Background: an optimization exercise with open tools, aiming at small area. Do not read the settings as production practice.
In this exercise RTL edits were held to simulation tests only and were not proved equivalent to the original.
Power is estimated from default activity; no workload was simulated.

north:
Design ecb, start of the top module:
module ecb (
    input  wire        clk,
    input  wire        rst,         
    input  wire        in_valid,
    input  wire [7:0]  in_data,
    input  wire        in_last,
    output wire        in_ready,
    output reg         done,
    output reg  [3:0]  status,
    output reg  [63:0] rdata
);
    localparam [3:0] O_NOP = 4'd0, O_RD = 4'd1, O_VER = 4'd2, O_ILL = 4'd3,
                     O_BLD = 4'd4, O_BLDT = 4'd5, O_STA = 4'd6, O_SETTH = 4'd7,
                     O_INIT = 4'd8, O_SMP = 4'd9, O_CLS = 4'd10;
    reg  [3:0]   ph;           
    reg          clr;          
    reg  [4:0]   k;            
    reg  [3:0]   op;
    reg  [7:0]   b1;           
    reg          pend, run;
    reg  [11:0]  acc;
    reg          cy;
    reg          cmp_dec, cmp_lt, wrx;    
    reg          veq, bad_opc, nanf, mnz;
    reg          base_valid, delta_valid, wrap_rx, wrap_tx, th_valid;
    reg  [127:0] bs;    
    reg  [127:0] dl;    
    reg  [127:0] fa;    
    reg  [31:0]  th;    
    reg  [63:0]  sg;    
    wire [7:0] bs_m  = bs[127:120];
    wire [7:0] dl_m  = dl[127:120];
    wire [7:0] fa_m  = fa[127:120];
    wire [7:0] fa_j1 = fa[15:8];
    wire [7:0] th_m  = th[31:24];
    wire [7:0] sg_m  = sg[63:56];
    wire [7:0] rr_m  = rdata[7:0];
    wire [7:0] rr_c1 = rdata[55:48];
    wire [7:0] rr_c5 = rdata[23:16];    
  ...
export LEC_CHECK = 0
export ABC_AREA = 1
export CAP_MARGIN = 20
export CORE_MARGIN = 2
export CORE_UTILIZATION = 40
export SLEW_MARGIN = 20
create_clock -name core_clock -period 10.0 [get_ports {clk}]
standard.sh (not shown) runs the stock make flow with config.mk's settings and CLKGATE_MAP_FILE= SYNTH_SCRIPT=/design/flow/synth_recipe.tcl, a recipe that flattens the netlist after the stock synthesis.
==> flow/flow/run.sh <==
#!/bin/bash
# The standard ORFS layout (the standard.sh) with these changes:
#  - every input and output port is still buffered, with the smallest buffer cell;
#  - clock tree synthesis uses fixed sink clustering and no dummy loads;
set -euo pipefail
export BUFFER_PORTS_ARGS="-buffer_cell sky130_fd_sc_hd__buf_1"
export CTS_ARGS="-sink_clustering_enable -repair_clock_nets -buf_list sky130_fd_sc_hd__clkbuf_4 -sink_clustering_size 12 -sink_clustering_max_diameter 45 -dont_use_dummy_load"
bash standard.sh > standard_flow.log 2>&1
Setup changes, north to south
--- a/flow/flow/run.sh
+++ b/flow/flow/run.sh
@@ -5,4 +5,4 @@
 set -euo pipefail
 export BUFFER_PORTS_ARGS="-buffer_cell sky130_fd_sc_hd__buf_1"
-export CTS_ARGS="-sink_clustering_enable -repair_clock_nets -buf_list sky130_fd_sc_hd__clkbuf_4 -sink_clustering_size 12 -sink_clustering_max_diameter 45 -dont_use_dummy_load"
+export CTS_ARGS="-sink_clustering_enable -repair_clock_nets -buf_list sky130_fd_sc_hd__clkbuf_8 -sink_clustering_size 18 -sink_clustering_max_diameter 50 -dont_use_dummy_load"
 bash standard.sh > standard_flow.log 2>&1
==> run summary <==
south did not stop at any stage, and its layout met the timing, DRC and antenna checks. In south, the core utilization came out 0.33 points above the value in north. Sort south and north by switching part of the total power, descending, and north comes first. From north to south, post-synthesis xor/xnor area fraction did not move at all.
Input-level comparison between east and south:
==> flow/flow/run.sh <==
#!/bin/bash
# The standard ORFS layout (the standard.sh) with these changes:
#  - every input and output port is still buffered, with the smallest buffer cell;
#  - clock tree synthesis uses small buffers, fixed sink clustering and no dummy loads.
set -euo pipefail
export BUFFER_PORTS_ARGS="-buffer_cell sky130_fd_sc_hd__buf_1"
export CTS_ARGS="-sink_clustering_enable -repair_clock_nets -buf_list sky130_fd_sc_hd__clkbuf_4 -sink_clustering_size 12 -sink_clustering_max_diameter 45 -dont_use_dummy_load"
bash standard.sh > standard_flow.log 2>&1
Results
east completed every stage of the flow, and the final layout passed the timing, DRC and antenna checks.
met5 as the highest metal layer with signal wires was reported by east, and met4 by south.
east has proportion of layout cells with a drive suffix above 1 above what south had.
Compared with south, east shows post-route fraction of the period consumed by the critical path lower by 0.27 points.
Against south, east reports a clock group share of total power that is lower.
The clock input transition at the sequential cells of the worst setup and hold paths of east exceeds that of south by 0.02 ns.

Starting RTL as in the previous note.
Design ecb, start of the top module:
module ecb (
    input  wire        clk,
    input  wire        rst,         
    input  wire        in_valid,
    input  wire [7:0]  in_data,
    input  wire        in_last,
    output wire        in_ready,
    output reg         done,
    output reg  [3:0]  status,
    output reg  [63:0] rdata
);
    localparam [3:0] O_NOP = 4'd0, O_RD = 4'd1, O_VER = 4'd2, O_ILL = 4'd3,
                     O_BLD = 4'd4, O_BLDT = 4'd5, O_STA = 4'd6, O_SETTH = 4'd7,
                     O_INIT = 4'd8, O_SMP = 4'd9, O_CLS = 4'd10;
    reg  [3:0]   ph;           
    reg          clr;          
    reg  [4:0]   k;            
    reg  [3:0]   op;
    reg  [7:0]   b1;           
    reg          pend, run;
    reg  [11:0]  acc;
    reg          cy;
    reg          cmp_dec, cmp_lt, wrx;    
    reg          veq, bad_opc, nanf, mnz;
    reg          base_valid, delta_valid, wrap_rx, wrap_tx, th_valid;
    reg  [127:0] bs;    
    reg  [127:0] dl;    
    reg  [127:0] fa;    
    reg  [31:0]  th;    
    reg  [63:0]  sg;    
    wire [7:0] bs_m  = bs[127:120];
    wire [7:0] dl_m  = dl[127:120];
    wire [7:0] fa_m  = fa[127:120];
    wire [7:0] fa_j1 = fa[15:8];
    wire [7:0] th_m  = th[31:24];
    wire [7:0] sg_m  = sg[63:56];
    wire [7:0] rr_m  = rdata[7:0];
    wire [7:0] rr_c1 = rdata[55:48];
    wire [7:0] rr_c5 = rdata[23:16];    
    wire       pm2_hi     = (ph[3] && ph[2:1] != 2'b00) || (ph[3:1] == 3'b000);    
    wire [7:0] stage_main = ph[3]  ? sg_m      : rr_m;       
    wire [7:0] stage_j1   = pm2_hi ? sg[15:8]  : rr_c1;      
    function [3:0] opdec;
        input [7:0] b;
  ...
export LEC_CHECK = 0
export ABC_AREA = 1
export CAP_MARGIN = 20
export CORE_MARGIN = 2
export CORE_UTILIZATION = 40
export SLEW_MARGIN = 20
create_clock -name core_clock -period 10.0 [get_ports {clk}]
==> flow/flow/run.sh <==
#!/bin/bash
# The standard ORFS layout (the standard.sh) with these changes:
#  - every input and output port is still buffered, with the smallest buffer cell;
#  - clock tree synthesis uses fixed sink clustering and no dummy loads;
#  - after global routing, cells on paths with slack are downsized (power recovery).
set -euo pipefail
export BUFFER_PORTS_ARGS="-buffer_cell sky130_fd_sc_hd__buf_1"
export CTS_ARGS="-sink_clustering_enable -repair_clock_nets -buf_list sky130_fd_sc_hd__clkbuf_4 -sink_clustering_size 10 -sink_clustering_max_diameter 40 -dont_use_dummy_load"
export RECOVER_POWER=100
bash standard.sh > standard_flow.log 2>&1
The first run finished but failed the layout checks on capacitance limit, slew limit.
Change:
==> flow/flow/run.sh (replaced) <==
#!/bin/bash
# The standard ORFS layout (the standard.sh) with these changes:
#  - every input and output port is still buffered, with the smallest buffer cell;
#  - clock tree synthesis uses fixed sink clustering and no dummy loads;
set -euo pipefail
export BUFFER_PORTS_ARGS="-buffer_cell sky130_fd_sc_hd__buf_1"
export CTS_ARGS="-sink_clustering_enable -repair_clock_nets -buf_list sky130_fd_sc_hd__clkbuf_16 -sink_clustering_size 30 -sink_clustering_max_diameter 60 -dont_use_dummy_load"
bash standard.sh > standard_flow.log 2>&1
With this change the flow finished clean.
Power came out higher by a few percent.
Clock-buffer cell count decreases by 46.
Critical path depth is unchanged.
Clock power climbs by a quarter to a third.
Via count fell by a few percent.
Non-clock buffer count is unchanged.

-- what the ideal ports hide --
No port has a modelled driver above. Below, the same layouts with a new extraction and two added sets of constraints. Step 1 assumes that a clkbuf_16 drives the clock port and a buf_2 every other input. Step 2, shift: input delay + t, output delay - t, t = (earliest + latest rising clock arrival at the registers) / 2. This alone moves slack from input paths to output paths. a / b / c = ideal ports / drivers / drivers and shift; a / b = the first two.
run | shift t [ns] | slack for setup (ns) | slew at the worst register clock pin (ns)
north | 0.829 | 3.450 / 3.450 / 3.450 | 0.12 / 0.12
south | 0.673 | 3.423 / 3.423 / 3.423 | 0.10 / 0.10
east | 0.829 | 3.450 / 3.450 / 3.450 | 0.12 / 0.12
the first run of note 2 | 0.830 | 3.422 / 3.422 / 3.422 | 0.10 / 0.10
the second run of note 2 | 0.594 | 3.508 / 3.508 / 3.508 | 0.10 / 0.10
